Source: an optimization exercise on an open RTL-to-GDS flow (aim: a short achievable clock period and few clock cycles). Production flows keep margins and buffers that such runs may drop. In this exercise RTL edits were held to simulation tests only and were not proved equivalent to the original. Power and IR drop assume default switching activity.

## design/flow/flow/run.sh

```bash
#!/bin/bash
# Standard layout (the standard.sh, which runs the standard synthesis
# script), with more slow cells kept out of synthesis and repair: three-input
# XORs, high-stack OR/NOR/AND-OR cells and the like. Registers are untouched
# (flip-flops are mapped before ABC and none of them is in the list).
set -euo pipefail
PL=$(cat flow/platform_dont_use.txt)
EXTRA=$(cat flow/extra_dont_use.txt)
bash standard.sh "DONT_USE_CELLS=$PL $EXTRA" finish > standard.log 2>&1
```

## design/flow/flow/extra_dont_use.txt

```
sky130_fd_sc_hd__a2111o_1 sky130_fd_sc_hd__a2111o_2 sky130_fd_sc_hd__a2111o_4 sky130_fd_sc_hd__a2111oi_0 sky130_fd_sc_hd__a2111oi_1 sky130_fd_sc_hd__a2111oi_2 sky130_fd_sc_hd__a2111oi_4 sky130_fd_sc_hd__a222oi_1 sky130_fd_sc_hd__a41o_1 sky130_fd_sc_hd__a41o_2 sky130_fd_sc_hd__a41o_4 sky130_fd_sc_hd__a41oi_1 sky130_fd_sc_hd__a41oi_2 sky130_fd_sc_hd__a41oi_4 sky130_fd_sc_hd__nor4_1 sky130_fd_sc_hd__nor4_2 sky130_fd_sc_hd__nor4_4 sky130_fd_sc_hd__nor4b_1 sky130_fd_sc_hd__nor4b_2 sky130_fd_sc_hd__nor4b_4 sky130_fd_sc_hd__nor4bb_1 sky130_fd_sc_hd__nor4bb_2 sky130_fd_sc_hd__nor4bb_4 sky130_fd_sc_hd__o2111a_1 sky130_fd_sc_hd__o2111a_2 sky130_fd_sc_hd__o2111a_4 sky130_fd_sc_hd__o2111ai_1 sky130_fd_sc_hd__o2111ai_2 sky130_fd_sc_hd__o2111ai_4 sky130_fd_sc_hd__o41a_1 sky130_fd_sc_hd__o41a_2 sky130_fd_sc_hd__o41a_4 sky130_fd_sc_hd__o41ai_1 sky130_fd_sc_hd__o41ai_2 sky130_fd_sc_hd__o41ai_4 sky130_fd_sc_hd__or3_1 sky130_fd_sc_hd__or3_2 sky130_fd_sc_hd__or3_4 sky130_fd_sc_hd__or3b_1 sky130_fd_sc_hd__or3b_2 sky130_fd_sc_hd__or3b_4 sky130_fd_sc_hd__or4_1 sky130_fd_sc_hd__or4_2 sky130_fd_sc_hd__or4_4 sky130_fd_sc_hd__or4b_1 sky130_fd_sc_hd__or4b_2 sky130_fd_sc_hd__or4b_4 sky130_fd_sc_hd__or4bb_1 sky130_fd_sc_hd__or4bb_2 sky130_fd_sc_hd__or4bb_4 sky130_fd_sc_hd__xnor3_1 sky130_fd_sc_hd__xnor3_2 sky130_fd_sc_hd__xnor3_4 sky130_fd_sc_hd__xor3_1 sky130_fd_sc_hd__xor3_2 sky130_fd_sc_hd__xor3_4  sky130_fd_sc_hd__a211oi_1 sky130_fd_sc_hd__a211oi_2 sky130_fd_sc_hd__a211oi_4 sky130_fd_sc_hd__a221o_1 sky130_fd_sc_hd__a221o_2 sky130_fd_sc_hd__a221o_4 sky130_fd_sc_hd__a221oi_1 sky130_fd_sc_hd__a221oi_2 sky130_fd_sc_hd__a221oi_4 sky130_fd_sc_hd__a311o_1 sky130_fd_sc_hd__a311o_2 sky130_fd_sc_hd__a311o_4 sky130_fd_sc_hd__a311oi_1 sky130_fd_sc_hd__a311oi_2 sky130_fd_sc_hd__a311oi_4 sky130_fd_sc_hd__a32o_1 sky130_fd_sc_hd__a32o_2 sky130_fd_sc_hd__a32o_4 sky130_fd_sc_hd__a32oi_1 sky130_fd_sc_hd__a32oi_2 sky130_fd_sc_hd__a32oi_4 sky130_fd_sc_hd__and4_1 sky130_fd_sc_hd__and4_2 sky130_fd_sc_hd__and4_4 sky130_fd_sc_hd__and4b_1 sky130_fd_sc_hd__and4b_2 sky130_fd_sc_hd__and4b_4 sky130_fd_sc_hd__and4bb_1 sky130_fd_sc_hd__and4bb_2 sky130_fd_sc_hd__and4bb_4 sky130_fd_sc_hd__mux4_1 sky130_fd_sc_hd__mux4_2 sky130_fd_sc_hd__mux4_4 sky130_fd_sc_hd__nand4_1 sky130_fd_sc_hd__nand4_2 sky130_fd_sc_hd__nand4_4 sky130_fd_sc_hd__nand4b_1 sky130_fd_sc_hd__nand4b_2 sky130_fd_sc_hd__nand4b_4 sky130_fd_sc_hd__nand4bb_1 sky130_fd_sc_hd__nand4bb_2 sky130_fd_sc_hd__nand4bb_4 sky130_fd_sc_hd__nor3_1 sky130_fd_sc_hd__nor3_2 sky130_fd_sc_hd__nor3_4 sky130_fd_sc_hd__nor3b_1 sky130_fd_sc_hd__nor3b_2 sky130_fd_sc_hd__nor3b_4 sky130_fd_sc_hd__o211ai_1 sky130_fd_sc_hd__o211ai_2 sky130_fd_sc_hd__o211ai_4 sky130_fd_sc_hd__o221a_1 sky130_fd_sc_hd__o221a_2 sky130_fd_sc_hd__o221a_4 sky130_fd_sc_hd__o221ai_1 sky130_fd_sc_hd__o221ai_2 sky130_fd_sc_hd__o221ai_4 sky130_fd_sc_hd__o311a_1 sky130_fd_sc_hd__o311a_2 sky130_fd_sc_hd__o311a_4 sky130_fd_sc_hd__o311ai_0 sky130_fd_sc_hd__o311ai_1 sky130_fd_sc_hd__o311ai_2 sky130_fd_sc_hd__o311ai_4 sky130_fd_sc_hd__o32a_1 sky130_fd_sc_hd__o32a_2 sky130_fd_sc_hd__o32a_4 sky130_fd_sc_hd__o32ai_1 sky130_fd_sc_hd__o32ai_2 sky130_fd_sc_hd__o32ai_4 
```

## design/flow/flow/platform_dont_use.txt

```
sky130_fd_sc_hd__lpflow_bleeder_1 sky130_fd_sc_hd__lpflow_clkbufkapwr_1 sky130_fd_sc_hd__lpflow_clkbufkapwr_16 sky130_fd_sc_hd__lpflow_clkbufkapwr_2 sky130_fd_sc_hd__lpflow_clkbufkapwr_4 sky130_fd_sc_hd__lpflow_clkbufkapwr_8 sky130_fd_sc_hd__lpflow_clkinvkapwr_1 sky130_fd_sc_hd__lpflow_clkinvkapwr_16 sky130_fd_sc_hd__lpflow_clkinvkapwr_2 sky130_fd_sc_hd__lpflow_clkinvkapwr_4 sky130_fd_sc_hd__lpflow_clkinvkapwr_8 sky130_fd_sc_hd__lpflow_decapkapwr_12 sky130_fd_sc_hd__lpflow_decapkapwr_3 sky130_fd_sc_hd__lpflow_decapkapwr_4 sky130_fd_sc_hd__lpflow_decapkapwr_6 sky130_fd_sc_hd__lpflow_decapkapwr_8 sky130_fd_sc_hd__lpflow_inputiso0n_1 sky130_fd_sc_hd__lpflow_inputiso0p_1 sky130_fd_sc_hd__lpflow_inputiso1n_1 sky130_fd_sc_hd__lpflow_inputiso1p_1 sky130_fd_sc_hd__lpflow_inputisolatch_1 sky130_fd_sc_hd__lpflow_isobufsrc_1 sky130_fd_sc_hd__lpflow_isobufsrc_16 sky130_fd_sc_hd__lpflow_isobufsrc_2 sky130_fd_sc_hd__lpflow_isobufsrc_4 sky130_fd_sc_hd__lpflow_isobufsrc_8 sky130_fd_sc_hd__lpflow_isobufsrckapwr_16 sky130_fd_sc_hd__lpflow_lsbuf_lh_hl_isowell_tap_1 sky130_fd_sc_hd__lpflow_lsbuf_lh_hl_isowell_tap_2 sky130_fd_sc_hd__lpflow_lsbuf_lh_hl_isowell_tap_4 sky130_fd_sc_hd__lpflow_lsbuf_lh_isowell_4 sky130_fd_sc_hd__lpflow_lsbuf_lh_isowell_tap_1 sky130_fd_sc_hd__lpflow_lsbuf_lh_isowell_tap_2 sky130_fd_sc_hd__lpflow_lsbuf_lh_isowell_tap_4 sky130_fd_sc_hd__probe_p_8 sky130_fd_sc_hd__probec_p_8 
```

## design/flow/standard.sh

```bash
#!/bin/bash
# synth_recipe.tcl (not shown) runs the flow's synth.tcl, then flattens the netlist and writes it again
# the make line also repeats each setting of config.mk as NAME=value (left out here)
make -C /OpenROAD-flow-scripts/flow DESIGN_CONFIG=/design/flow/config.mk WORK_HOME=/design/flow/orfs CLKGATE_MAP_FILE= SYNTH_SCRIPT=/design/flow/synth_recipe.tcl "${@:-finish}"
```

## design/flow/config.mk

```make
export PLATFORM = sky130hd
export DESIGN_NAME = crc32_engine
export DESIGN_NICKNAME = crc32_engine
export VERILOG_FILES = /design/flow/design.v
export SDC_FILE = /design/flow/constraint.sdc
export NUM_CORES = 4
export LEC_CHECK = 0
export ABC_CLOCK_PERIOD_IN_PS = 1000
export CAP_MARGIN = 20
export CORE_MARGIN = 2
export CORE_UTILIZATION = 50
export SETUP_SLACK_MARGIN = 4.3
export SLEW_MARGIN = 20
export TNS_END_PERCENT = 100
```

## design/flow/constraint.sdc

```tcl
create_clock -name core_clock -period 6.0 [get_ports {clk}]
set_input_delay 1.2000 -clock core_clock [delete_from_list [all_inputs] [get_ports {clk}]]
set_output_delay 1.2000 -clock core_clock [all_outputs]
set_load 0.01 [all_outputs]
```

## design/flow/design.v

```verilog
module crc32_rom (
    input  wire [7:0]  idx,
    output wire [31:0] data
);
    assign data[0] = idx[2];
    assign data[1] = idx[0] ^ idx[3];
    assign data[2] = idx[0] ^ idx[1] ^ idx[4];
    assign data[3] = idx[1] ^ idx[2] ^ idx[5];
    assign data[4] = idx[0] ^ idx[2] ^ idx[3] ^ idx[6];
    assign data[5] = idx[1] ^ idx[3] ^ idx[4] ^ idx[7];
    assign data[6] = idx[4] ^ idx[5];
    assign data[7] = idx[0] ^ idx[5] ^ idx[6];
    assign data[8] = idx[1] ^ idx[6] ^ idx[7];
    assign data[9] = idx[7];
    assign data[10] = idx[2];
    assign data[11] = idx[3];
    assign data[12] = idx[0] ^ idx[4];
    assign data[13] = idx[0] ^ idx[1] ^ idx[5];
    assign data[14] = idx[1] ^ idx[2] ^ idx[6];
    assign data[15] = idx[2] ^ idx[3] ^ idx[7];
    assign data[16] = idx[0] ^ idx[2] ^ idx[3] ^ idx[4];
    assign data[17] = idx[0] ^ idx[1] ^ idx[3] ^ idx[4] ^ idx[5];
    assign data[18] = idx[0] ^ idx[1] ^ idx[2] ^ idx[4] ^ idx[5] ^ idx[6];
    assign data[19] = idx[1] ^ idx[2] ^ idx[3] ^ idx[5] ^ idx[6] ^ idx[7];
    assign data[20] = idx[3] ^ idx[4] ^ idx[6] ^ idx[7];
    assign data[21] = idx[2] ^ idx[4] ^ idx[5] ^ idx[7];
    assign data[22] = idx[2] ^ idx[3] ^ idx[5] ^ idx[6];
    assign data[23] = idx[3] ^ idx[4] ^ idx[6] ^ idx[7];
    assign data[24] = idx[0] ^ idx[2] ^ idx[4] ^ idx[5] ^ idx[7];
    assign data[25] = idx[0] ^ idx[1] ^ idx[2] ^ idx[3] ^ idx[5] ^ idx[6];
    assign data[26] = idx[0] ^ idx[1] ^ idx[2] ^ idx[3] ^ idx[4] ^ idx[6] ^ idx[7];
    assign data[27] = idx[1] ^ idx[3] ^ idx[4] ^ idx[5] ^ idx[7];
    assign data[28] = idx[0] ^ idx[4] ^ idx[5] ^ idx[6];
    assign data[29] = idx[0] ^ idx[1] ^ idx[5] ^ idx[6] ^ idx[7];
    assign data[30] = idx[0] ^ idx[1] ^ idx[6] ^ idx[7];
    assign data[31] = idx[1] ^ idx[7];
endmodule
module crc32_engine (
    input  wire        clk,
    input  wire        rst,
    input  wire        cmd_valid,
    output wire        cmd_ready,
    input  wire [7:0]  cmd,
    input  wire [31:0] din,
    output wire [31:0] dout,
    output wire        err
);
    localparam [31:0] X_INIT = 32'h9226F562;
    reg [31:0] x_q;       
    reg [31:0] y_q;       
    reg [31:0] w_q;       
    reg [2:0]  fold_q;    
    reg        rst_q;     
    reg        keep_q;    
    reg [31:0] dout_q;    
    reg        err_q;     
    reg        ready_q;   
    reg        rt_q;      
    reg [7:0]  idx_q;     
    wire zhi     = ~cmd[7] & ~cmd[3] & ~cmd[2];
    wire zlo     = ~cmd[1] & ~cmd[0];
    wire full    = cmd[1] & cmd[0];
    wire op_upd  = zhi & ~cmd[6] &  cmd[5] &  cmd[4];
    wire op_init = zhi & ~cmd[6] & ~cmd[5] &  cmd[4] & zlo;
    wire op_load = zhi & ~cmd[6] &  cmd[5] & ~cmd[4] & zlo;
    wire op_xy   = zhi & ~cmd[6] & (cmd[5] | cmd[4]) & ((cmd[5] & cmd[4]) | zlo);
    wire op_rds  = zhi &  cmd[6] & ~cmd[5] & ~cmd[4] & zlo;
    wire op_fin  = zhi &  cmd[6] & ~cmd[5] &  cmd[4] & zlo;
    wire op_rdt  = zhi &  cmd[6] &  cmd[5] & ~cmd[4] & zlo;
    wire op_nop  = zhi & ~cmd[6] & ~cmd[5] & ~cmd[4] & zlo;
    wire legal   = op_xy | op_rds | op_fin | op_rdt | op_nop;
    wire acc     = cmd_valid & ready_q;
    wire upd     = acc & op_upd;
    wire x_set   = (acc & op_init) | rst_q;
    wire y_load  = acc & op_load;
    wire xy_keep = keep_q & ~(acc & op_xy);
    wire go      = acc & ~rst;
    wire d_keep  = ~rst & ~rt_q & ~(go & (op_rds | op_fin));
    wire [31:0] t4, c1, c2, c3;
    assign t4[0] = x_q[0] ^ x_q[1] ^ x_q[2] ^ x_q[3] ^ x_q[4] ^ x_q[6] ^ x_q[7] ^ x_q[8] ^ x_q[16] ^ x_q[20] ^ x_q[22] ^ x_q[23] ^ x_q[26];
    assign t4[1] = x_q[1] ^ x_q[2] ^ x_q[3] ^ x_q[4] ^ x_q[5] ^ x_q[7] ^ x_q[8] ^ x_q[9] ^ x_q[17] ^ x_q[21] ^ x_q[23] ^ x_q[24] ^ x_q[27];
    assign t4[2] = x_q[0] ^ x_q[2] ^ x_q[3] ^ x_q[4] ^ x_q[5] ^ x_q[6] ^ x_q[8] ^ x_q[9] ^ x_q[10] ^ x_q[18] ^ x_q[22] ^ x_q[24] ^ x_q[25] ^ x_q[28];
    assign t4[3] = x_q[1] ^ x_q[3] ^ x_q[4] ^ x_q[5] ^ x_q[6] ^ x_q[7] ^ x_q[9] ^ x_q[10] ^ x_q[11] ^ x_q[19] ^ x_q[23] ^ x_q[25] ^ x_q[26] ^ x_q[29];
    assign t4[4] = x_q[2] ^ x_q[4] ^ x_q[5] ^ x_q[6] ^ x_q[7] ^ x_q[8] ^ x_q[10] ^ x_q[11] ^ x_q[12] ^ x_q[20] ^ x_q[24] ^ x_q[26] ^ x_q[27] ^ x_q[30];
    assign t4[5] = x_q[0] ^ x_q[3] ^ x_q[5] ^ x_q[6] ^ x_q[7] ^ x_q[8] ^ x_q[9] ^ x_q[11] ^ x_q[12] ^ x_q[13] ^ x_q[21] ^ x_q[25] ^ x_q[27] ^ x_q[28] ^ x_q[31];
    assign t4[6] = x_q[0] ^ x_q[2] ^ x_q[3] ^ x_q[9] ^ x_q[10] ^ x_q[12] ^ x_q[13] ^ x_q[14] ^ x_q[16] ^ x_q[20] ^ x_q[23] ^ x_q[28] ^ x_q[29];
    assign t4[7] = x_q[1] ^ x_q[3] ^ x_q[4] ^ x_q[10] ^ x_q[11] ^ x_q[13] ^ x_q[14] ^ x_q[15] ^ x_q[17] ^ x_q[21] ^ x_q[24] ^ x_q[29] ^ x_q[30];
    assign t4[8] = x_q[0] ^ x_q[2] ^ x_q[4] ^ x_q[5] ^ x_q[11] ^ x_q[12] ^ x_q[14] ^ x_q[15] ^ x_q[16] ^ x_q[18] ^ x_q[22] ^ x_q[25] ^ x_q[30] ^ x_q[31];
    assign t4[9] = x_q[0] ^ x_q[2] ^ x_q[4] ^ x_q[5] ^ x_q[7] ^ x_q[8] ^ x_q[12] ^ x_q[13] ^ x_q[15] ^ x_q[17] ^ x_q[19] ^ x_q[20] ^ x_q[22] ^ x_q[31];
    assign t4[10] = x_q[0] ^ x_q[2] ^ x_q[4] ^ x_q[5] ^ x_q[7] ^ x_q[9] ^ x_q[13] ^ x_q[14] ^ x_q[18] ^ x_q[21] ^ x_q[22] ^ x_q[26];
    assign t4[11] = x_q[1] ^ x_q[3] ^ x_q[5] ^ x_q[6] ^ x_q[8] ^ x_q[10] ^ x_q[14] ^ x_q[15] ^ x_q[19] ^ x_q[22] ^ x_q[23] ^ x_q[27];
    assign t4[12] = x_q[2] ^ x_q[4] ^ x_q[6] ^ x_q[7] ^ x_q[9] ^ x_q[11] ^ x_q[15] ^ x_q[16] ^ x_q[20] ^ x_q[23] ^ x_q[24] ^ x_q[28];
    assign t4[13] = x_q[0] ^ x_q[3] ^ x_q[5] ^ x_q[7] ^ x_q[8] ^ x_q[10] ^ x_q[12] ^ x_q[16] ^ x_q[17] ^ x_q[21] ^ x_q[24] ^ x_q[25] ^ x_q[29];
    assign t4[14] = x_q[0] ^ x_q[1] ^ x_q[4] ^ x_q[6] ^ x_q[8] ^ x_q[9] ^ x_q[11] ^ x_q[13] ^ x_q[17] ^ x_q[18] ^ x_q[22] ^ x_q[25] ^ x_q[26] ^ x_q[30];
    assign t4[15] = x_q[1] ^ x_q[2] ^ x_q[5] ^ x_q[7] ^ x_q[9] ^ x_q[10] ^ x_q[12] ^ x_q[14] ^ x_q[18] ^ x_q[19] ^ x_q[23] ^ x_q[26] ^ x_q[27] ^ x_q[31];
    assign t4[16] = x_q[1] ^ x_q[4] ^ x_q[7] ^ x_q[10] ^ x_q[11] ^ x_q[13] ^ x_q[15] ^ x_q[16] ^ x_q[19] ^ x_q[22] ^ x_q[23] ^ x_q[24] ^ x_q[26] ^ x_q[27] ^ x_q[28];
    assign t4[17] = x_q[2] ^ x_q[5] ^ x_q[8] ^ x_q[11] ^ x_q[12] ^ x_q[14] ^ x_q[16] ^ x_q[17] ^ x_q[20] ^ x_q[23] ^ x_q[24] ^ x_q[25] ^ x_q[27] ^ x_q[28] ^ x_q[29];
    assign t4[18] = x_q[0] ^ x_q[3] ^ x_q[6] ^ x_q[9] ^ x_q[12] ^ x_q[13] ^ x_q[15] ^ x_q[17] ^ x_q[18] ^ x_q[21] ^ x_q[24] ^ x_q[25] ^ x_q[26] ^ x_q[28] ^ x_q[29] ^ x_q[30];
    assign t4[19] = x_q[0] ^ x_q[1] ^ x_q[4] ^ x_q[7] ^ x_q[10] ^ x_q[13] ^ x_q[14] ^ x_q[16] ^ x_q[18] ^ x_q[19] ^ x_q[22] ^ x_q[25] ^ x_q[26] ^ x_q[27] ^ x_q[29] ^ x_q[30] ^ x_q[31];
    assign t4[20] = x_q[0] ^ x_q[3] ^ x_q[4] ^ x_q[5] ^ x_q[6] ^ x_q[7] ^ x_q[11] ^ x_q[14] ^ x_q[15] ^ x_q[16] ^ x_q[17] ^ x_q[19] ^ x_q[22] ^ x_q[27] ^ x_q[28] ^ x_q[30] ^ x_q[31];
    assign t4[21] = x_q[0] ^ x_q[2] ^ x_q[3] ^ x_q[5] ^ x_q[12] ^ x_q[15] ^ x_q[17] ^ x_q[18] ^ x_q[22] ^ x_q[26] ^ x_q[28] ^ x_q[29] ^ x_q[31];
    assign t4[22] = x_q[2] ^ x_q[7] ^ x_q[8] ^ x_q[13] ^ x_q[18] ^ x_q[19] ^ x_q[20] ^ x_q[22] ^ x_q[26] ^ x_q[27] ^ x_q[29] ^ x_q[30];
    assign t4[23] = x_q[0] ^ x_q[3] ^ x_q[8] ^ x_q[9] ^ x_q[14] ^ x_q[19] ^ x_q[20] ^ x_q[21] ^ x_q[23] ^ x_q[27] ^ x_q[28] ^ x_q[30] ^ x_q[31];
    assign t4[24] = x_q[2] ^ x_q[3] ^ x_q[6] ^ x_q[7] ^ x_q[8] ^ x_q[9] ^ x_q[10] ^ x_q[15] ^ x_q[16] ^ x_q[21] ^ x_q[23] ^ x_q[24] ^ x_q[26] ^ x_q[28] ^ x_q[29] ^ x_q[31];
    assign t4[25] = x_q[1] ^ x_q[2] ^ x_q[6] ^ x_q[9] ^ x_q[10] ^ x_q[11] ^ x_q[17] ^ x_q[20] ^ x_q[23] ^ x_q[24] ^ x_q[25] ^ x_q[26] ^ x_q[27] ^ x_q[29] ^ x_q[30];
    assign t4[26] = x_q[2] ^ x_q[3] ^ x_q[7] ^ x_q[10] ^ x_q[11] ^ x_q[12] ^ x_q[18] ^ x_q[21] ^ x_q[24] ^ x_q[25] ^ x_q[26] ^ x_q[27] ^ x_q[28] ^ x_q[30] ^ x_q[31];
    assign t4[27] = x_q[0] ^ x_q[1] ^ x_q[2] ^ x_q[6] ^ x_q[7] ^ x_q[11] ^ x_q[12] ^ x_q[13] ^ x_q[16] ^ x_q[19] ^ x_q[20] ^ x_q[23] ^ x_q[25] ^ x_q[27] ^ x_q[28] ^ x_q[29] ^ x_q[31];
    assign t4[28] = x_q[0] ^ x_q[4] ^ x_q[6] ^ x_q[12] ^ x_q[13] ^ x_q[14] ^ x_q[16] ^ x_q[17] ^ x_q[21] ^ x_q[22] ^ x_q[23] ^ x_q[24] ^ x_q[28] ^ x_q[29] ^ x_q[30];
    assign t4[29] = x_q[0] ^ x_q[1] ^ x_q[5] ^ x_q[7] ^ x_q[13] ^ x_q[14] ^ x_q[15] ^ x_q[17] ^ x_q[18] ^ x_q[22] ^ x_q[23] ^ x_q[24] ^ x_q[25] ^ x_q[29] ^ x_q[30] ^ x_q[31];
    assign t4[30] = x_q[3] ^ x_q[4] ^ x_q[7] ^ x_q[14] ^ x_q[15] ^ x_q[18] ^ x_q[19] ^ x_q[20] ^ x_q[22] ^ x_q[24] ^ x_q[25] ^ x_q[30] ^ x_q[31];
    assign t4[31] = x_q[0] ^ x_q[1] ^ x_q[2] ^ x_q[3] ^ x_q[5] ^ x_q[6] ^ x_q[7] ^ x_q[15] ^ x_q[19] ^ x_q[21] ^ x_q[22] ^ x_q[25] ^ x_q[31];
    assign c1[0] = w_q[2] ^ w_q[8];
    assign c1[1] = w_q[0] ^ w_q[3] ^ w_q[9];
    assign c1[2] = w_q[0] ^ w_q[1] ^ w_q[4] ^ w_q[10];
    assign c1[3] = w_q[1] ^ w_q[2] ^ w_q[5] ^ w_q[11];
    assign c1[4] = w_q[0] ^ w_q[2] ^ w_q[3] ^ w_q[6] ^ w_q[12];
    assign c1[5] = w_q[1] ^ w_q[3] ^ w_q[4] ^ w_q[7] ^ w_q[13];
    assign c1[6] = w_q[4] ^ w_q[5] ^ w_q[14];
    assign c1[7] = w_q[0] ^ w_q[5] ^ w_q[6] ^ w_q[15];
    assign c1[8] = w_q[1] ^ w_q[6] ^ w_q[7] ^ w_q[16];
    assign c1[9] = w_q[7] ^ w_q[17];
    assign c1[10] = w_q[2] ^ w_q[18];
    assign c1[11] = w_q[3] ^ w_q[19];
    assign c1[12] = w_q[0] ^ w_q[4] ^ w_q[20];
    assign c1[13] = w_q[0] ^ w_q[1] ^ w_q[5] ^ w_q[21];
    assign c1[14] = w_q[1] ^ w_q[2] ^ w_q[6] ^ w_q[22];
    assign c1[15] = w_q[2] ^ w_q[3] ^ w_q[7] ^ w_q[23];
    assign c1[16] = w_q[0] ^ w_q[2] ^ w_q[3] ^ w_q[4] ^ w_q[24];
    assign c1[17] = w_q[0] ^ w_q[1] ^ w_q[3] ^ w_q[4] ^ w_q[5] ^ w_q[25];
    assign c1[18] = w_q[0] ^ w_q[1] ^ w_q[2] ^ w_q[4] ^ w_q[5] ^ w_q[6] ^ w_q[26];
    assign c1[19] = w_q[1] ^ w_q[2] ^ w_q[3] ^ w_q[5] ^ w_q[6] ^ w_q[7] ^ w_q[27];
    assign c1[20] = w_q[3] ^ w_q[4] ^ w_q[6] ^ w_q[7] ^ w_q[28];
    assign c1[21] = w_q[2] ^ w_q[4] ^ w_q[5] ^ w_q[7] ^ w_q[29];
    assign c1[22] = w_q[2] ^ w_q[3] ^ w_q[5] ^ w_q[6] ^ w_q[30];
    assign c1[23] = w_q[3] ^ w_q[4] ^ w_q[6] ^ w_q[7] ^ w_q[31];
    assign c1[24] = w_q[0] ^ w_q[2] ^ w_q[4] ^ w_q[5] ^ w_q[7];
    assign c1[25] = w_q[0] ^ w_q[1] ^ w_q[2] ^ w_q[3] ^ w_q[5] ^ w_q[6];
    assign c1[26] = w_q[0] ^ w_q[1] ^ w_q[2] ^ w_q[3] ^ w_q[4] ^ w_q[6] ^ w_q[7];
    assign c1[27] = w_q[1] ^ w_q[3] ^ w_q[4] ^ w_q[5] ^ w_q[7];
    assign c1[28] = w_q[0] ^ w_q[4] ^ w_q[5] ^ w_q[6];
    assign c1[29] = w_q[0] ^ w_q[1] ^ w_q[5] ^ w_q[6] ^ w_q[7];
    assign c1[30] = w_q[0] ^ w_q[1] ^ w_q[6] ^ w_q[7];
    assign c1[31] = w_q[1] ^ w_q[7];
    assign c2[0] = w_q[0] ^ w_q[4] ^ w_q[6] ^ w_q[7] ^ w_q[10] ^ w_q[16];
    assign c2[1] = w_q[1] ^ w_q[5] ^ w_q[7] ^ w_q[8] ^ w_q[11] ^ w_q[17];
    assign c2[2] = w_q[2] ^ w_q[6] ^ w_q[8] ^ w_q[9] ^ w_q[12] ^ w_q[18];
    assign c2[3] = w_q[3] ^ w_q[7] ^ w_q[9] ^ w_q[10] ^ w_q[13] ^ w_q[19];
    assign c2[4] = w_q[4] ^ w_q[8] ^ w_q[10] ^ w_q[11] ^ w_q[14] ^ w_q[20];
    assign c2[5] = w_q[5] ^ w_q[9] ^ w_q[11] ^ w_q[12] ^ w_q[15] ^ w_q[21];
    assign c2[6] = w_q[0] ^ w_q[4] ^ w_q[7] ^ w_q[12] ^ w_q[13] ^ w_q[22];
    assign c2[7] = w_q[1] ^ w_q[5] ^ w_q[8] ^ w_q[13] ^ w_q[14] ^ w_q[23];
    assign c2[8] = w_q[0] ^ w_q[2] ^ w_q[6] ^ w_q[9] ^ w_q[14] ^ w_q[15] ^ w_q[24];
    assign c2[9] = w_q[1] ^ w_q[3] ^ w_q[4] ^ w_q[6] ^ w_q[15] ^ w_q[25];
    assign c2[10] = w_q[2] ^ w_q[5] ^ w_q[6] ^ w_q[10] ^ w_q[26];
    assign c2[11] = w_q[3] ^ w_q[6] ^ w_q[7] ^ w_q[11] ^ w_q[27];
    assign c2[12] = w_q[0] ^ w_q[4] ^ w_q[7] ^ w_q[8] ^ w_q[12] ^ w_q[28];
    assign c2[13] = w_q[0] ^ w_q[1] ^ w_q[5] ^ w_q[8] ^ w_q[9] ^ w_q[13] ^ w_q[29];
    assign c2[14] = w_q[1] ^ w_q[2] ^ w_q[6] ^ w_q[9] ^ w_q[10] ^ w_q[14] ^ w_q[30];
    assign c2[15] = w_q[2] ^ w_q[3] ^ w_q[7] ^ w_q[10] ^ w_q[11] ^ w_q[15] ^ w_q[31];
    assign c2[16] = w_q[0] ^ w_q[3] ^ w_q[6] ^ w_q[7] ^ w_q[8] ^ w_q[10] ^ w_q[11] ^ w_q[12];
    assign c2[17] = w_q[0] ^ w_q[1] ^ w_q[4] ^ w_q[7] ^ w_q[8] ^ w_q[9] ^ w_q[11] ^ w_q[12] ^ w_q[13];
    assign c2[18] = w_q[1] ^ w_q[2] ^ w_q[5] ^ w_q[8] ^ w_q[9] ^ w_q[10] ^ w_q[12] ^ w_q[13] ^ w_q[14];
    assign c2[19] = w_q[0] ^ w_q[2] ^ w_q[3] ^ w_q[6] ^ w_q[9] ^ w_q[10] ^ w_q[11] ^ w_q[13] ^ w_q[14] ^ w_q[15];
    assign c2[20] = w_q[0] ^ w_q[1] ^ w_q[3] ^ w_q[6] ^ w_q[11] ^ w_q[12] ^ w_q[14] ^ w_q[15];
    assign c2[21] = w_q[1] ^ w_q[2] ^ w_q[6] ^ w_q[10] ^ w_q[12] ^ w_q[13] ^ w_q[15];
    assign c2[22] = w_q[2] ^ w_q[3] ^ w_q[4] ^ w_q[6] ^ w_q[10] ^ w_q[11] ^ w_q[13] ^ w_q[14];
    assign c2[23] = w_q[3] ^ w_q[4] ^ w_q[5] ^ w_q[7] ^ w_q[11] ^ w_q[12] ^ w_q[14] ^ w_q[15];
    assign c2[24] = w_q[0] ^ w_q[5] ^ w_q[7] ^ w_q[8] ^ w_q[10] ^ w_q[12] ^ w_q[13] ^ w_q[15];
    assign c2[25] = w_q[1] ^ w_q[4] ^ w_q[7] ^ w_q[8] ^ w_q[9] ^ w_q[10] ^ w_q[11] ^ w_q[13] ^ w_q[14];
    assign c2[26] = w_q[2] ^ w_q[5] ^ w_q[8] ^ w_q[9] ^ w_q[10] ^ w_q[11] ^ w_q[12] ^ w_q[14] ^ w_q[15];
    assign c2[27] = w_q[0] ^ w_q[3] ^ w_q[4] ^ w_q[7] ^ w_q[9] ^ w_q[11] ^ w_q[12] ^ w_q[13] ^ w_q[15];
    assign c2[28] = w_q[0] ^ w_q[1] ^ w_q[5] ^ w_q[6] ^ w_q[7] ^ w_q[8] ^ w_q[12] ^ w_q[13] ^ w_q[14];
    assign c2[29] = w_q[1] ^ w_q[2] ^ w_q[6] ^ w_q[7] ^ w_q[8] ^ w_q[9] ^ w_q[13] ^ w_q[14] ^ w_q[15];
    assign c2[30] = w_q[2] ^ w_q[3] ^ w_q[4] ^ w_q[6] ^ w_q[8] ^ w_q[9] ^ w_q[14] ^ w_q[15];
    assign c2[31] = w_q[3] ^ w_q[5] ^ w_q[6] ^ w_q[9] ^ w_q[15];
    assign c3[0] = w_q[0] ^ w_q[8] ^ w_q[12] ^ w_q[14] ^ w_q[15] ^ w_q[18] ^ w_q[24];
    assign c3[1] = w_q[0] ^ w_q[1] ^ w_q[9] ^ w_q[13] ^ w_q[15] ^ w_q[16] ^ w_q[19] ^ w_q[25];
    assign c3[2] = w_q[0] ^ w_q[1] ^ w_q[2] ^ w_q[10] ^ w_q[14] ^ w_q[16] ^ w_q[17] ^ w_q[20] ^ w_q[26];
    assign c3[3] = w_q[1] ^ w_q[2] ^ w_q[3] ^ w_q[11] ^ w_q[15] ^ w_q[17] ^ w_q[18] ^ w_q[21] ^ w_q[27];
    assign c3[4] = w_q[0] ^ w_q[2] ^ w_q[3] ^ w_q[4] ^ w_q[12] ^ w_q[16] ^ w_q[18] ^ w_q[19] ^ w_q[22] ^ w_q[28];
    assign c3[5] = w_q[0] ^ w_q[1] ^ w_q[3] ^ w_q[4] ^ w_q[5] ^ w_q[13] ^ w_q[17] ^ w_q[19] ^ w_q[20] ^ w_q[23] ^ w_q[29];
    assign c3[6] = w_q[1] ^ w_q[2] ^ w_q[4] ^ w_q[5] ^ w_q[6] ^ w_q[8] ^ w_q[12] ^ w_q[15] ^ w_q[20] ^ w_q[21] ^ w_q[30];
    assign c3[7] = w_q[2] ^ w_q[3] ^ w_q[5] ^ w_q[6] ^ w_q[7] ^ w_q[9] ^ w_q[13] ^ w_q[16] ^ w_q[21] ^ w_q[22] ^ w_q[31];
    assign c3[8] = w_q[3] ^ w_q[4] ^ w_q[6] ^ w_q[7] ^ w_q[8] ^ w_q[10] ^ w_q[14] ^ w_q[17] ^ w_q[22] ^ w_q[23];
    assign c3[9] = w_q[0] ^ w_q[4] ^ w_q[5] ^ w_q[7] ^ w_q[9] ^ w_q[11] ^ w_q[12] ^ w_q[14] ^ w_q[23];
    assign c3[10] = w_q[1] ^ w_q[5] ^ w_q[6] ^ w_q[10] ^ w_q[13] ^ w_q[14] ^ w_q[18];
    assign c3[11] = w_q[0] ^ w_q[2] ^ w_q[6] ^ w_q[7] ^ w_q[11] ^ w_q[14] ^ w_q[15] ^ w_q[19];
    assign c3[12] = w_q[1] ^ w_q[3] ^ w_q[7] ^ w_q[8] ^ w_q[12] ^ w_q[15] ^ w_q[16] ^ w_q[20];
    assign c3[13] = w_q[0] ^ w_q[2] ^ w_q[4] ^ w_q[8] ^ w_q[9] ^ w_q[13] ^ w_q[16] ^ w_q[17] ^ w_q[21];
    assign c3[14] = w_q[0] ^ w_q[1] ^ w_q[3] ^ w_q[5] ^ w_q[9] ^ w_q[10] ^ w_q[14] ^ w_q[17] ^ w_q[18] ^ w_q[22];
    assign c3[15] = w_q[1] ^ w_q[2] ^ w_q[4] ^ w_q[6] ^ w_q[10] ^ w_q[11] ^ w_q[15] ^ w_q[18] ^ w_q[19] ^ w_q[23];
    assign c3[16] = w_q[2] ^ w_q[3] ^ w_q[5] ^ w_q[7] ^ w_q[8] ^ w_q[11] ^ w_q[14] ^ w_q[15] ^ w_q[16] ^ w_q[18] ^ w_q[19] ^ w_q[20];
    assign c3[17] = w_q[0] ^ w_q[3] ^ w_q[4] ^ w_q[6] ^ w_q[8] ^ w_q[9] ^ w_q[12] ^ w_q[15] ^ w_q[16] ^ w_q[17] ^ w_q[19] ^ w_q[20] ^ w_q[21];
    assign c3[18] = w_q[1] ^ w_q[4] ^ w_q[5] ^ w_q[7] ^ w_q[9] ^ w_q[10] ^ w_q[13] ^ w_q[16] ^ w_q[17] ^ w_q[18] ^ w_q[20] ^ w_q[21] ^ w_q[22];
    assign c3[19] = w_q[2] ^ w_q[5] ^ w_q[6] ^ w_q[8] ^ w_q[10] ^ w_q[11] ^ w_q[14] ^ w_q[17] ^ w_q[18] ^ w_q[19] ^ w_q[21] ^ w_q[22] ^ w_q[23];
    assign c3[20] = w_q[3] ^ w_q[6] ^ w_q[7] ^ w_q[8] ^ w_q[9] ^ w_q[11] ^ w_q[14] ^ w_q[19] ^ w_q[20] ^ w_q[22] ^ w_q[23];
    assign c3[21] = w_q[4] ^ w_q[7] ^ w_q[9] ^ w_q[10] ^ w_q[14] ^ w_q[18] ^ w_q[20] ^ w_q[21] ^ w_q[23];
    assign c3[22] = w_q[0] ^ w_q[5] ^ w_q[10] ^ w_q[11] ^ w_q[12] ^ w_q[14] ^ w_q[18] ^ w_q[19] ^ w_q[21] ^ w_q[22];
    assign c3[23] = w_q[0] ^ w_q[1] ^ w_q[6] ^ w_q[11] ^ w_q[12] ^ w_q[13] ^ w_q[15] ^ w_q[19] ^ w_q[20] ^ w_q[22] ^ w_q[23];
    assign c3[24] = w_q[0] ^ w_q[1] ^ w_q[2] ^ w_q[7] ^ w_q[8] ^ w_q[13] ^ w_q[15] ^ w_q[16] ^ w_q[18] ^ w_q[20] ^ w_q[21] ^ w_q[23];
    assign c3[25] = w_q[1] ^ w_q[2] ^ w_q[3] ^ w_q[9] ^ w_q[12] ^ w_q[15] ^ w_q[16] ^ w_q[17] ^ w_q[18] ^ w_q[19] ^ w_q[21] ^ w_q[22];
    assign c3[26] = w_q[2] ^ w_q[3] ^ w_q[4] ^ w_q[10] ^ w_q[13] ^ w_q[16] ^ w_q[17] ^ w_q[18] ^ w_q[19] ^ w_q[20] ^ w_q[22] ^ w_q[23];
    assign c3[27] = w_q[3] ^ w_q[4] ^ w_q[5] ^ w_q[8] ^ w_q[11] ^ w_q[12] ^ w_q[15] ^ w_q[17] ^ w_q[19] ^ w_q[20] ^ w_q[21] ^ w_q[23];
    assign c3[28] = w_q[4] ^ w_q[5] ^ w_q[6] ^ w_q[8] ^ w_q[9] ^ w_q[13] ^ w_q[14] ^ w_q[15] ^ w_q[16] ^ w_q[20] ^ w_q[21] ^ w_q[22];
    assign c3[29] = w_q[5] ^ w_q[6] ^ w_q[7] ^ w_q[9] ^ w_q[10] ^ w_q[14] ^ w_q[15] ^ w_q[16] ^ w_q[17] ^ w_q[21] ^ w_q[22] ^ w_q[23];
    assign c3[30] = w_q[6] ^ w_q[7] ^ w_q[10] ^ w_q[11] ^ w_q[12] ^ w_q[14] ^ w_q[16] ^ w_q[17] ^ w_q[22] ^ w_q[23];
    assign c3[31] = w_q[7] ^ w_q[11] ^ w_q[13] ^ w_q[14] ^ w_q[17] ^ w_q[23];
    wire [31:0] s_cur = t4 ^ y_q;
    wire [31:0] dmask = din & {{8{cmd[1] & cmd[0]}}, {8{cmd[1]}},
                               {8{cmd[1] | cmd[0]}}, 8'hFF};
    wire [31:0] s_in  = t4 ^ (y_q ^ dmask);
    wire [31:0] t_rd;
    crc32_rom u_rom (.idx(idx_q), .data(t_rd));
    always @(posedge clk) begin
        idx_q   <= din[7:0];
        w_q     <= s_in;
        rst_q   <= rst;
        keep_q  <= ~rst & ~(acc & op_upd & ~full);
        fold_q  <= {3{~rst & upd}} &
                   {cmd[1:0] == 2'd2, cmd[1:0] == 2'd1, cmd[1:0] == 2'd0};
        x_q     <= ({32{upd}} & s_in) | ({32{x_set}} & X_INIT) | ({32{xy_keep}} & x_q);
        y_q     <= ({32{y_load}} & din) | ({32{fold_q[0]}} & c1) | ({32{fold_q[1]}} & c2) |
                   ({32{fold_q[2]}} & c3) | ({32{xy_keep}} & y_q);
        dout_q  <= ({32{go & op_rds}} & s_cur) | ({32{go & op_fin}} & ~s_cur) |
                   ({32{~rst & rt_q}} & t_rd) | ({32{d_keep}} & dout_q);
        err_q   <= ~rst & (err_q | (go & ~legal));
        ready_q <= ~rst & ~(go & ((op_upd & ~full) | op_rdt));
        rt_q    <= go & op_rdt;
    end
    assign cmd_ready = ready_q;
    assign dout      = dout_q;
    assign err       = err_q;
endmodule
```

==> impl_metrics.tcl, run 1 <==
set metrics [dict create \
    status "no timing/DRC/antenna violations" \
    grt.met3_usage_pct 7.930 \
    crit_path_max_incr_delay_ns 1.09 \
    io_pins 77 \
    period_share_pct 50.75 \
    grtUsageMet2_pct 66.23 \
    worstPathCellList "buf_6 -> xnor2_4 -> xnor2_1 -> xnor2_4 -> buf_6 -> xnor2_4 -> xnor2_2 -> o22ai_1" \
    synth.most_common_cell "xnor2_1" \
    synth_cells 1295 \
    relSlewSlack_pct 5.518 \
    die_h_um 156.9 \
    place_area_um2 12850 \
    ir_drop_uv 746.0 \
    critPathLaunchType "flop" \
    async_reset_ff_share_pct 0 \
    worst_slack_ns 2.955 \
    ys_seq_area_share_pct 24.66 \
    viasPerCell 6.149 \
    worstPathMaxFanout 5 \
    synth_common_cells "xnor2_1 (541), dfxtp_1 (144), xor2_1 (128)" \
    maxCapViolCount 0 \
    grt_max_degree 33 \
    grt_use_met1_pct 51.00 \
    start_util_pct 51.32 \
    ys_ff_latch 144 \
    yosys_warnings 1 \
    cpMaxStageDelayCell "xnor2_1" \
    dp_worst_setup_slack_ns 2.281 \
    syn-cell-area_um2 11690 \
    path_common_cell "xnor2_4" \
    ant_nets 0 \
    grt_setup_unrepaired "yes" \
    holdPathStages 2 \
    hp-start "y_q[14]" \
    h-tree-depth 4 \
    clk_latency_ns 0.44 \
    numPortBuffers 76 \
    grt_usage_pct 41.79 \
    period_minus_slack_ns 3.045 \
    hpwl_mm 32.94 \
    drt-total-wl_mm 61.37 \
    ys_types 36 \
    synth_top_area_share_pct 40.54 \
    grt_pass1_wl_mm 73.13 \
    synth_edf_count 0 \
    area_growth_pct 57.51 \
    fin_area_um2 18410 \
    dieArea_um2 24620 \
    r2r_end "dout_q[28]" \
    cts_buffers 17 \
    rows 55 \
    rr_worst_depth 8 \
    power_density_nw_per_um2 602.0 \
    hold_viol_final 0 \
    grt_pass1_vias 10600 \
    setup_viol 0 \
    antenna_found_initial 1 \
    syn_nets 1338 \
    worst-setup-path-type "reg2reg" \
    cts_sinks 144 \
    timing.fmax_mhz 328.4 \
    syn_area_per_cell_um2 9.026 \
    cts-hold-fix-buffers 0 \
    core_area_um2 22780 \
    skew_ns 0.02181 \
    layout-drive-gt1-share_pct 49.87 \
    clk_path_buf_depth 2 \
    tightest_slew_ns 1.407 \
    cp.arrival_ns 3.36 \
    min_path_type "reg2reg" \
    clockRootBuffer "clkbuf_16" \
    drtIter0Drc 1248 \
    power_leakage_uw 0.007186 \
    reg2reg_from "x_q[29]" \
    wl_per_cell_um 33.19 \
    cts_tree "done" \
    critPathBufInv 2 \
    nets 1564 \
    dr.pass1.iters 6 \
    grt.overflow.total 0 \
    min_to "y_q[14]" \
    gp_congestion 0.9522 \
    synth_top_area_cell "xnor2_1" \
    via_count 11370 \
    cp-end-kind "flop" \
    clk_pin_slew_ns 0.07 \
    post-route-drc-count 0 \
    required_ns 6.31 \
    top_usage_layer "met2" \
    maxSlewViolCount 0 \
    die_w_um 156.9 \
    worst-r2r-setup-slack_ns 2.95 \
    tns_ns 0 \
    ys_dominant_reg_cell "dfxtp_1" \
    critical_path.top_delay_family "XOR/XNOR gates" \
    yosys-top-cells-area "xnor2_1 (41%), dfxtp_1 (25%), xor2_1 (9.6%), a22oi_1 (3.9%), nand2_1 (3.2%)" \
]
cells by family after synthesis:
group | after synthesis | share of synthesized area (%)
mux | 1 | 0.08564
buf+inv | 108 | 4.453
fa+ha+maj | 1 | 0.08564
xor+xnor | 696 | 54.37
simple gates | 170 | 6.348
flops | 144 | 24.66
compound gates | 175 | 9.998
registers in the layout, indices dropped and copies added, names as in the netlist:
name / cells
dout_q: 32
err_q: 1
fold_q: 3
idx_q: 8
keep_q: 1
ready_q: 1
rst_q: 1
rt_q: 1
w_q: 32
x_q: 32
y_q: 32
worst max path at each step:
stage | startpoint | end | slack [ns] | depth (start not counted)
CTS | cmd[6] | y_q[26] | 3.71 | 10
detailed placement | cmd[1] | x_q[5] | 2.28 | 9
finish | x_q[29] | dout_q[28] | 2.95 | 8
floorplan | cmd[1] | dout_q[30] | 3.47 | 9
global placement | cmd[1] | x_q[28] | 2.33 | 9
global route | x_q[29] | dout_q[28] | 3.02 | 8
per-stage QoR:
stage | power (uW) | hold slack (ns) | instances | utilization, %
after global routing | 11520 | 0.5363 | 1847 | 80.81
after global placement | 8618 | 0.4605 | 1594 | 56.42
after floorplan | 7018 | 0.4429 | 1295 | -
after detailed placement | 8618 | 0.4640 | 1594 | 56.42
after CTS | 10460 | 0.4990 | 1786 | 75.14
final | 11080 | 0.5139 | 1849 | 80.83
final cells by class:
type                    instances  area, um2
flip-flops and latches        144       3074
fillers                      1239       4367
clock inverters                14      141.4
clock buffers                  18      439.2
well taps                     313      391.6
multi-input cells            1049      11340
diodes                          2      5.005
inverters                       2      7.507
repair buffers                307       3015
cell usage in the layout (no fill, tap or decap), drive strengths merged, types with 19 or more instances in the layout:
cell type	n
o22ai	19
xor2	132
nor2	20
nand3	27
a22o	22
nand2	103
a21oi	42
a22oi	61
xnor2	564
buf	272
dfxtp	144
o21ai	23
where the power goes:
group	internal (uW)	switching (uW)
registers	1100	589
logic	3920	4380
clock network	596	501
total	5620	5470
timing repair:
action / CTS / global route
cloned: 13 / 0
setup buffers: 147 / 61
hold endpoints to repair: 0 / 0
pin swaps: 126 / 91
endpoints found under the setup margin: 170 / 169
gates resized for setup: 665 / 131
tightest hold or removal path, cell delays in order, from the launching register on:
cell     delay [ns]
dfxtp_1        0.34
nand2_1        0.07
nand3_1        0.05
routing by layer:
layer | vias to the layer above | wire length (um)
li1 | 4607 | -
met1 | 5463 | 20880
met2 | 910 | 26330
met3 | 388 | 7290
met4 | 2 | 6863
met5 | - | 8
Testbench counts, summed over its fixed seeds: cycles 6,042.
==> run 2: changes to the inputs <==
--- a/design/flow/config.mk
+++ b/design/flow/config.mk
@@ -8,7 +8,8 @@
 export ABC_CLOCK_PERIOD_IN_PS = 1000
 export CAP_MARGIN = 20
 export CORE_MARGIN = 2
-export CORE_UTILIZATION = 50
+export CORE_UTILIZATION = 40
+export PLACE_DENSITY = 0.7
 export SETUP_SLACK_MARGIN = 4.3
 export SLEW_MARGIN = 20
 export TNS_END_PERCENT = 100
==> run 2 against run 1 <==
Effect of this change: still clean; via count fell by 4.1%; die area is 24% higher; synthesized cell count unchanged; register-to-register slack better by 0.76 ns; fmax grew 29%; sequential cell count unchanged; combinational power decreased by 0.8%; clock skew fell by 0.0011 ns; largest power group unchanged; highest routed layer is now met4.
==> impl_metrics.tcl, run 2 <==
set metrics [dict create \
    wl_per_cell_um 27.68 \
    status "no timing/DRC/antenna violations" \
    worstPathMaxFanout 8 \
    clk_pin_slew_ns 0.07 \
    ys_dominant_reg_cell "dfxtp_1" \
    grt_setup_unrepaired "yes" \
    period_share_pct 39.40 \
    critical_path.top_delay_family "compound AO/OA/AOI/OAI gates" \
    top_usage_layer "met2" \
    core_area_um2 28700 \
    synth.most_common_cell "xnor2_1" \
    clockRootBuffer "clkbuf_16" \
    grt_use_met1_pct 38.56 \
    place_inst 1667 \
    cp-end-kind "flop" \
    cts_sinks 144 \
    ys_ff_latch 144 \
    layout_commonest_cell "xnor2_1" \
    synth_top_area_cell "xnor2_1" \
    clk_path_buf_depth 2 \
    ir_drop_uv 637.2 \
    layout-drive-gt1-share_pct 49.02 \
    dr.pass1.iters 5 \
    cpMaxStageDelayCell "a31o_4" \
    maxCapViolCount 0 \
    layout_common_cells "xnor2_1 (377), buf_4 (152), xnor2_2 (135), xor2_1 (103), buf_6 (86)" \
    power_density_nw_per_um2 593.3 \
    synth_edf_count 0 \
    syn-cell-area_um2 11690 \
    syn_area_per_cell_um2 9.026 \
    grtUsageMet2_pct 52.19 \
    grt_pass1_wl_mm 70.84 \
    start_util_pct 40.72 \
    antenna_cells 0 \
    grt.overflow.total 0 \
    critPathBufInv 3 \
    worstPathCellList "buf_6 -> and3b_1 -> and3b_2 -> buf_4 -> buf_6 -> a31o_4 -> a21oi_2 -> a21bo_1" \
    worst-r2r-setup-slack_ns 3.71 \
    setup_viol 0 \
    grt.met3_usage_pct 4.221 \
    cp.arrival_ns 2.70 \
    power_leakage_uw 0.007101 \
    cts-hold-fix-buffers 0 \
    cts_tree "done" \
    drt-total-wl_mm 53.04 \
    syn_nets 1338 \
    maxSlewViolCount 0 \
    critPathLaunchType "primary input" \
    nets 1562 \
    h-tree-depth 4 \
    synth_cells 1295 \
    rows 62 \
    filler_cell_count 2016 \
    yosys-top-cells-area "xnor2_1 (41%), dfxtp_1 (25%), xor2_1 (9.6%), a22oi_1 (3.9%), nand2_1 (3.2%)" \
    ys_types 36 \
    grt_pass1_vias 10610 \
    crit_path_max_incr_delay_ns 0.29 \
    synth_top_area_share_pct 40.54 \
    dieArea_um2 30610 \
    ant_nets 0 \
    cts_buffers 17 \
    drtIter0Drc 1088 \
    clk_latency_ns 0.44 \
    io_pins 77 \
    numPortBuffers 76 \
    hold_viol_final 0 \
    antenna_found_initial 0 \
    path_common_cell "buf_6" \
    gp_congestion 0.9861 \
    worst-setup-path-type "in2reg" \
    required_ns 6.33 \
    area_growth_pct 56.89 \
    min_path_type "reg2reg" \
    stdcell_count 1916 \
    yosys_warnings 1 \
    via_count 10900 \
    async_reset_ff_share_pct 0 \
    tightest_slew_ns 0.9457 \
    die_w_um 174.9 \
    timing.fmax_mhz 423.1 \
    relSlewSlack_pct 36.50 \
    synth_common_cells "xnor2_1 (541), dfxtp_1 (144), xor2_1 (128)" \
    viasPerCell 5.691 \
    post-route-drc-count 0 \
    die_h_um 174.9 \
    tns_ns 0 \
    skew_ns 0.02067 \
    ys_seq_area_share_pct 24.66 \
    grt_max_degree 33 \
    period_minus_slack_ns 2.364 \
    hpwl_mm 31.33 \
    grt_usage_pct 31.62 \
]
-- run 2: power by group --
group          switching [uW]  leakage, uW  total [uW]  internal [uW]
sequential                518      0.00122        1610           1100
combinational            4250      0.00561        8230           3980
clock                     484     0.000274        1040            554
total                    5250      0.00710       10900           5630
-- run 2: metal layers --
| layer | vias to the layer above | wire (um) |
|---|---|---|
| li1 | 4609 | - |
| met3 | 288 | 4479 |
| met5 | - | 0 |
| met2 | 774 | 24320 |
| met4 | 0 | 5278 |
| met1 | 5233 | 18960 |
-- run 2: worst min-delay path: stages (launching register included) --
cell,delay (ns)
dfxtp_1,0.33
nand2_1,0.06
nand3_1,0.06
-- run 2: cell type report --
type	instances	area (um2)	area share [%]
clock inverter	14	120.1	0.6550
inverter	2	7.507	0.04094
tap	384	480.5	2.620
multi-input combinational	1048	11060	60.32
sequential	144	3082	16.80
timing repair buffer	306	3148	17.17
clock buffer	18	439.2	2.395
-- run 2: cell families after synthesis --
logic type / synth area share, %
flops: 24.66
mux: 0.08564
buf+inv: 4.453
compound gates: 9.998
fa+ha+maj: 0.08564
xor+xnor: 54.37
simple gates: 6.348
-- run 2: path summary, 6_finish.rpt --
check | cells past startpoint | startpoint | end
max reg2reg | 10 | x_q[24] | x_q[28]
min reg2reg | 2 | y_q[29] | y_q[29]
min | 2 | y_q[29] | y_q[29]
max | 8 | cmd_valid | x_q[13]
-- run 2: metrics by stage --
stage,utilization [%],hold slack (ns),total power (uW),cell area [um2],setup WS [ns]
2_1_floorplan,-,0.4429,7018,12310,3.472
3_3_place_gp,45.10,0.4599,8471,12940,2.092
3_5_place_dp,45.10,0.4686,8495,12940,2.077
4_1_cts,58.84,0.5031,10310,16890,3.741
5_1_grt,63.89,0.5256,11340,18340,3.624
6_report,63.89,0.4969,10880,18340,3.636
-- run 2: what timing repair did --
item	CTS	global route
cloned	13	1
pin swaps	123	128
buffers inserted	141	62
setup endpoints to repair	169	169
gates resized for setup	633	149
==> run 3: changes to the inputs <==
--- a/design/flow/config.mk
+++ b/design/flow/config.mk
@@ -9,7 +9,6 @@
 export CAP_MARGIN = 20
 export CORE_MARGIN = 2
 export CORE_UTILIZATION = 40
-export PLACE_DENSITY = 0.7
-export SETUP_SLACK_MARGIN = 4.3
+export SETUP_SLACK_MARGIN = 4.6
 export SLEW_MARGIN = 20
 export TNS_END_PERCENT = 100
==> run 3 against run 2 <==
Effect of this change: hold slack improved by 0.016 ns; non-clock buffer count rose by 12; sequential power is 5% higher; worst setup slack gained 0.046 ns; final cell count up 0.68%; count of clock-buffer cells in the layout unchanged; critical endpoint is now y_q[25]; sequential share of layout area down 0.36 points; synthesized cell count is the same; largest power group unchanged.
==> impl_metrics.tcl, run 3 <==
set metrics [dict create \
    status "no timing/DRC/antenna violations" \
    synth_top_area_share_pct 40.54 \
    synth.most_common_cell "xnor2_1" \
    dr.pass1.iters 5 \
    worstPathMaxFanout 6 \
    required_ns 6.34 \
    switching_share_pct 48.12 \
    period_share_pct 38.63 \
    filler_cell_count 2014 \
    critical_path.top_delay_family "simple AND/OR/NAND/NOR gates" \
    synth_mux_area_share_pct 0.08563 \
    ir_drop_uv 667.3 \
    syn_area_per_cell_um2 9.026 \
    via_count 10790 \
    clock_power_share_pct 9.6 \
    clk_pin_slew_ns 0.07 \
    viasPerCell 5.595 \
    yosys-top-cells-area "xnor2_1 (41%), dfxtp_1 (25%), xor2_1 (9.6%), a22oi_1 (3.9%), nand2_1 (3.2%)" \
    layout-drive-gt1-share_pct 50.74 \
    dieArea_um2 30610 \
    tns_ns 0 \
    ys_types 36 \
    grt_pass1_wl_mm 69.48 \
    startpoint "cmd[6]" \
    antenna_found_initial 1 \
    reg2reg_from "x_q[3]" \
    maxSlewViolCount 0 \
    grt_max_degree 33 \
    core_area_um2 28700 \
    period_minus_slack_ns 2.318 \
    synth-simple-area-share_pct 6.348 \
    tightest_slew_ns 0.7746 \
    numPortBuffers 76 \
    power_density_nw_per_um2 590.9 \
    worstPathCellList "buf_6 -> and3b_1 -> and3b_2 -> nand2_2 -> and2_4 -> buf_4 -> a22o_1 -> a21oi_2 -> nand3_1" \
    place_area_um2 13150 \
    hpwl_mm 32.13 \
    synth_compound_area_share_pct 9.998 \
    setup_viol 0 \
    post-route-drc-count 0 \
    grt_setup_unrepaired "yes" \
    drtIter0Drc 1096 \
    power_leakage_uw 0.007260 \
    maxCapViolCount 0 \
    ys_ff_latch 144 \
    io_pins 77 \
    min_path_type "reg2reg" \
    hold_viol_final 0 \
    grt_pass1_vias 10200 \
    clk_latency_ns 0.46 \
    pwr-share-seq_pct 15.2 \
    skew_ns 0.01344 \
    clockRootBuffer "clkbuf_16" \
    synth_top_family_by_area "XOR/XNOR gates" \
    layout_common_cells "xnor2_1 (380), buf_4 (153), xnor2_2 (120), xor2_1 (101), buf_6 (91)" \
    crit_path_max_incr_delay_ns 0.27 \
    dp_worst_setup_slack_ns 2.192 \
    cts_tree "done" \
    nets 1575 \
    power_switching_uw 5350 \
    synth_adder_area_share_pct 0.08563 \
    cp-end-kind "flop" \
    async_reset_ff_share_pct 0 \
    rows 62 \
    h-tree-depth 4 \
    worst_slack_ns 3.682 \
    cts_sinks 144 \
    synth_common_cells "xnor2_1 (541), dfxtp_1 (144), xor2_1 (128)" \
    hp-start "y_q[19]" \
    synth_edf_count 0 \
    ys_dominant_reg_cell "dfxtp_1" \
    grt_usage_pct 31.33 \
    critPathBufInv 2 \
    timing.fmax_mhz 431.4 \
    layout_commonest_cell "xnor2_1" \
    cp.arrival_ns 2.66 \
    area_growth_pct 60.96 \
    p_comb_share_pct 75.1 \
    worst-setup-path-type "in2reg" \
    grt.overflow.total 0 \
    die_w_um 174.9 \
    cpMaxStageDelayCell "and3b_2" \
    syn-cell-area_um2 11690 \
    synthXorXnorAreaFrac_pct 54.37 \
    relSlewSlack_pct 47.99 \
    wl_per_cell_um 28.12 \
    critPathLaunchType "primary input" \
    cts_buffers 17 \
    cts-hold-fix-buffers 0 \
    antenna_cells 0 \
    drt-total-wl_mm 54.24 \
    intPower_uw 5768 \
    die_h_um 174.9 \
    start_util_pct 40.72 \
    fin_area_um2 18810 \
    synth_top_area_cell "xnor2_1" \
    syn_nets 1338 \
    synth_cells 1295 \
    yosys_warnings 1 \
    ant_nets 0 \
    clk_path_buf_depth 2 \
    gp_congestion 0.9859 \
    ys_seq_area_share_pct 24.66 \
]
[run 3: repair_timing]
action                                  CTS  global route
buffers inserted                        135            85
resized for setup                       628           157
endpoints found under the setup margin  178           170
cloned                                   10             3
pin swaps                               143           101
[run 3: final cells by class]
type	count	area (um2)	area share (%)
multi-input cells	1049	11390	60.52
well taps	384	480.5	2.554
inverters	2	7.507	0.03990
clock buffers	18	429.2	2.281
clock inverters	14	123.9	0.6584
flip-flops and latches	144	3094	16.45
repair buffers	318	3293	17.50
[run 3: cell families (layout without fill, tap and decap cells)]
group,count (synthesis),in the layout
AOI/OAI and AO/OA,175,175
xor gates and xnor gates,696,696
adders and majority gates,1,1
muxes,1,1
DFF,144,144
and+or+nand+nor,170,176
buffers and inverters,108,352
[run 3: stage by stage]
step           hold WS, ns  cells  power, uW  utilization (%)
4_1_cts             0.4835   1841      10280            59.49
2_1_floorplan       0.4429   1295       7042                -
5_1_grt             0.5175   1929      11600            65.55
6_report            0.5126   1929      11120            65.55
3_3_place_gp        0.4451   1664       8530            45.80
3_5_place_dp        0.4541   1664       8547            45.80
[run 3: path summary, 6_finish.rpt]
| kind | slack (ns) | depth (start not counted) | end |
|---|---|---|---|
| worst min-delay path | 0.51 | 2 | y_q[19] |
| worst max register to register | 3.76 | 9 | x_q[30] |
| worst min register to register | 0.51 | 2 | y_q[19] |
| worst max-delay path | 3.68 | 9 | y_q[25] |
[run 3: power groups by stage]
| stage | clock network [uW] | logic (uW) | registers (uW) |
|---|---|---|---|
| 4_1_cts | 1050 | 7580 | 1650 |
| 3_3_place_gp | 0 | 6920 | 1610 |
| 3_5_place_dp | 0 | 6950 | 1600 |
| 6_report | 1070 | 8350 | 1690 |
| 5_1_grt | 1090 | 8820 | 1690 |
| 2_1_floorplan | 0 | 5890 | 1160 |
[run 3: worst min-delay path: cells and delay by family, from the launching register on]
| family | cells | cell delay, ns |
|---|---|---|
| flops | 1 | 0.34 |
| simple gates | 2 | 0.12 |
[run 3: layer usage]
metal | wire [um] | track usage, % | vias to the layer above
met5 | 0 | 0 | -
met2 | 25650 | 51.43 | 670
met4 | 4034 | 18.82 | 0
met1 | 20300 | 38.56 | 5240
met3 | 4262 | 5.244 | 236
li1 | - | - | 4646
==> run 4: changes to the inputs <==
--- a/design/flow/config.mk
+++ b/design/flow/config.mk
@@ -9,6 +9,7 @@
 export CAP_MARGIN = 20
 export CORE_MARGIN = 2
 export CORE_UTILIZATION = 40
+export PLACE_DENSITY = 0.7
 export SETUP_SLACK_MARGIN = 4.6
 export SLEW_MARGIN = 20
 export TNS_END_PERCENT = 100
==> run 4 against run 3 <==
Effect of this change: count of clock-buffer cells in the layout up 2; worst setup slack worse by 0.053 ns; non-clock buffer count up 27; power up 0.71%; synthesized cell count unchanged; via count up 5.6%; largest cell class unchanged; still clean.
==> impl_metrics.tcl, run 4 <==
set metrics [dict create \
    synth_mux_area_share_pct 0.08563 \
    io_pins 77 \
    power_leakage_uw 0.007643 \
    min_to "y_q[19]" \
    cp-end-kind "flop" \
    intPower_uw 5800 \
    area_growth_pct 68.10 \
    yosys_warnings 1 \
    numPortBuffers 76 \
    synth_top_family_by_area "XOR/XNOR gates" \
    async_reset_ff_share_pct 0 \
    wl_per_cell_um 30.51 \
    grt.overflow.total 0 \
    period_share_pct 39.52 \
    die_w_um 174.9 \
    maxCapViolCount 0 \
    synth_top_area_share_pct 40.54 \
    hold_viol_final 0 \
    clockRootBuffer "clkbuf_16" \
    p_comb_share_pct 75.6 \
    layout-drive-gt1-share_pct 53.49 \
    cts_sinks 144 \
    grt_pass1_wl_mm 73.82 \
    min_path_type "reg2reg" \
    worst-setup-path-type "reg2reg" \
    synth_edf_count 0 \
    synth.most_common_cell "xnor2_1" \
    switching_share_pct 48.20 \
    timing.fmax_mhz 421.7 \
    pwr-share-seq_pct 14.9 \
    holdPathStages 2 \
    relSlewSlack_pct 43.37 \
    syn_area_per_cell_um2 9.026 \
    cts_buffers 17 \
    worst-r2r-setup-slack_ns 3.63 \
    antenna_found_initial 0 \
    period_minus_slack_ns 2.371 \
    whs_ns 0.5127 \
    post-route-drc-count 0 \
    p_total_uw 11200 \
    synth_top_area_cell "xnor2_1" \
    synth_adder_area_share_pct 0.08563 \
    drtIter0Drc 1160 \
    nets 1606 \
    skew_ns 0.01604 \
    maxSlewViolCount 0 \
    cts-hold-fix-buffers 0 \
    hpwl_mm 32.35 \
    critPathLaunchType "flop" \
    viasPerCell 5.811 \
    synth_common_cells "xnor2_1 (541), dfxtp_1 (144), xor2_1 (128)" \
    syn_nets 1338 \
    setup_viol 0 \
    die_h_um 174.9 \
    ys_types 36 \
    power_switching_uw 5396 \
    worstPathMaxFanout 2 \
    syn-cell-area_um2 11690 \
    grt_max_degree 33 \
    layout_commonest_cell "xnor2_1" \
    power_density_nw_per_um2 569.8 \
    yosys-top-cells-area "xnor2_1 (41%), dfxtp_1 (25%), xor2_1 (9.6%), a22oi_1 (3.9%), nand2_1 (3.2%)" \
    grt_pass1_vias 10730 \
    synth_compound_area_share_pct 9.998 \
    start_util_pct 40.72 \
    tns_ns 0 \
    r2r_end "dout_q[18]" \
    ant_nets 0 \
    via_count 11400 \
    synth-simple-area-share_pct 6.348 \
    drt-total-wl_mm 59.84 \
    ys_dominant_reg_cell "dfxtp_1" \
    clock_power_share_pct 9.6 \
    core_area_um2 28700 \
    cp.arrival_ns 2.68 \
    dieArea_um2 30610 \
    ys_seq_area_share_pct 24.66 \
    cts_tree "done" \
    ys_ff_latch 144 \
    rows 62 \
    layout_common_cells "xnor2_1 (344), buf_4 (169), xnor2_2 (140), xor2_1 (96), buf_6 (96)" \
    h-tree-depth 4 \
    grt_usage_pct 33.29 \
    status "no timing/DRC/antenna violations" \
    rr_worst_depth 9 \
    grt_setup_unrepaired "yes" \
    gp_congestion 0.9815 \
    hp-start "y_q[19]" \
    clk_path_buf_depth 2 \
    ir_drop_uv 577.7 \
    clk_latency_ns 0.47 \
    required_ns 6.30 \
    clk_pin_slew_ns 0.07 \
    synthXorXnorAreaFrac_pct 54.37 \
    reg2reg_from "x_q[24]" \
    filler_cell_count 1860 \
    dr.pass1.iters 5 \
    synth_cells 1295 \
    tightest_slew_ns 0.8433 \
]
==> run 4: changes by cell type in the layout (fill, tap and decap cells not counted), moves of 8 or more <==
cell | previous run | this run
buf_4 | 153 | 169
xnor2_1 | 380 | 344
nand2_1 | 55 | 67
xor2_2 | 16 | 26
nand2_2 | 18 | 10
xnor2_4 | 64 | 80
xnor2_2 | 120 | 140
==> run 4: worst max-delay path: stages, from the launching register on <==
cell and delay [ns]:
dfxtp_4 0.42, xnor2_4 0.26, xnor2_4 0.18, xnor2_4 0.11, buf_12 0.15, xnor2_4 0.14
buf_12 0.16, xor2_4 0.17, xnor2_1 0.40, o22ai_1 0.21
==> run 4: cell type report <==
class	instances	area, um2	area share (%)
clock inverters	12	97.59	0.4967
repair buffers	345	3660	18.63
clock buffers	20	466.7	2.375
inverters	2	7.507	0.03821
flip-flops and latches	144	3077	15.66
multi-input cells	1053	11860	60.35
diodes	1	2.502	0.01274
well taps	384	480.5	2.445
==> run 4: kinds of logic after synthesis <==
group | Yosys count
XOR/XNOR | 696
AO/OA/AOI/OAI | 175
AND/OR/NAND/NOR | 170
flip-flops | 144
buffers and inverters | 108
multiplexers | 1
adder cells (fa/ha/maj) | 1
==> run 4: worst max path at each step <==
stage / end / depth (start not counted) / start / slack (ns)
3_5_place_dp: x_q[28] / 8 / cmd[1] / 1.82
5_1_grt: dout_q[18] / 8 / x_q[29] / 3.45
6_report: dout_q[18] / 9 / x_q[24] / 3.63
4_1_cts: y_q[29] / 9 / cmd_valid / 3.75
3_3_place_gp: x_q[21] / 8 / cmd[1] / 1.84
2_1_floorplan: dout_q[30] / 9 / cmd[1] / 3.47
==> run 4: routing by layer <==
metal  wire length [um]  share of wire (%)  GRT usage [%]
met5                  0                  0              0
met2              27500                 46          55.15
met3               5235                8.7          4.787
met1              20960                 35          39.64
met4               6138                 10          23.72
==> run 4: stage by stage <==
stage | cells | utilization, % | area [um2] | setup slack (ns)
after floorplan | 1295 | - | 12570 | 3.472
after global placement | 1663 | 45.77 | 13140 | 1.839
after detailed placement | 1663 | 45.77 | 13140 | 1.816
after CTS | 1875 | 61.69 | 17710 | 3.753
after global routing | 1960 | 68.45 | 19650 | 3.453
final | 1961 | 68.46 | 19650 | 3.629
==> run 4: power groups by stage <==
stage	Sequential (uW)	Combinational (uW)	Clock, uW
6_report	1660	8460	1070
5_1_grt	1660	8870	1100
4_1_cts	1620	7700	1030
3_5_place_dp	1580	6950	0
3_3_place_gp	1590	6920	0
2_1_floorplan	1160	5890	0
==> run 4: what timing repair did <==
item,CTS,global route
endpoints found under the setup margin,178,169
setup buffers,163,83
pin swaps,150,132
gates cloned,17,2
resized for setup,660,181

==> separate check: timing with driven ports <==
In the flow no input, the clock included, has a driving cell. The finished layouts below were timed again as built, in two steps. Step 1 assumes that a clkbuf_16 drives the clock port and a buf_2 every other input. Step 2 also shifts input and output timing later by t, the mid clock arrival at the registers, as if the neighbouring blocks saw the same clock. Slacks: no drivers / after step 1 / after step 2; pairs: no drivers / after step 1.
run | t, ns | setup slack, ns | worst setup path at the end | clock arrival spread, ns | worst data-port slew with drivers (ns)
run 1 | 0.475 | 2.955 / 2.955 / 2.955 | register to register | 0.022 / 0.022 | 0.08
run 2 | 0.481 | 3.636 / 3.633 / 3.152 | input to register | 0.023 / 0.022 | 0.07
run 3 | 0.512 | 3.682 / 3.701 / 3.189 | input to register | 0.014 / 0.014 | 0.05
run 4 | 0.507 | 3.629 / 3.629 / 3.164 | input to register | 0.016 / 0.016 | 0.09
After both steps every run listed still meets setup and hold. The setup slack of run 3, which loses most, moves by +0.019 ns with the drivers and by -0.493 ns with both steps.
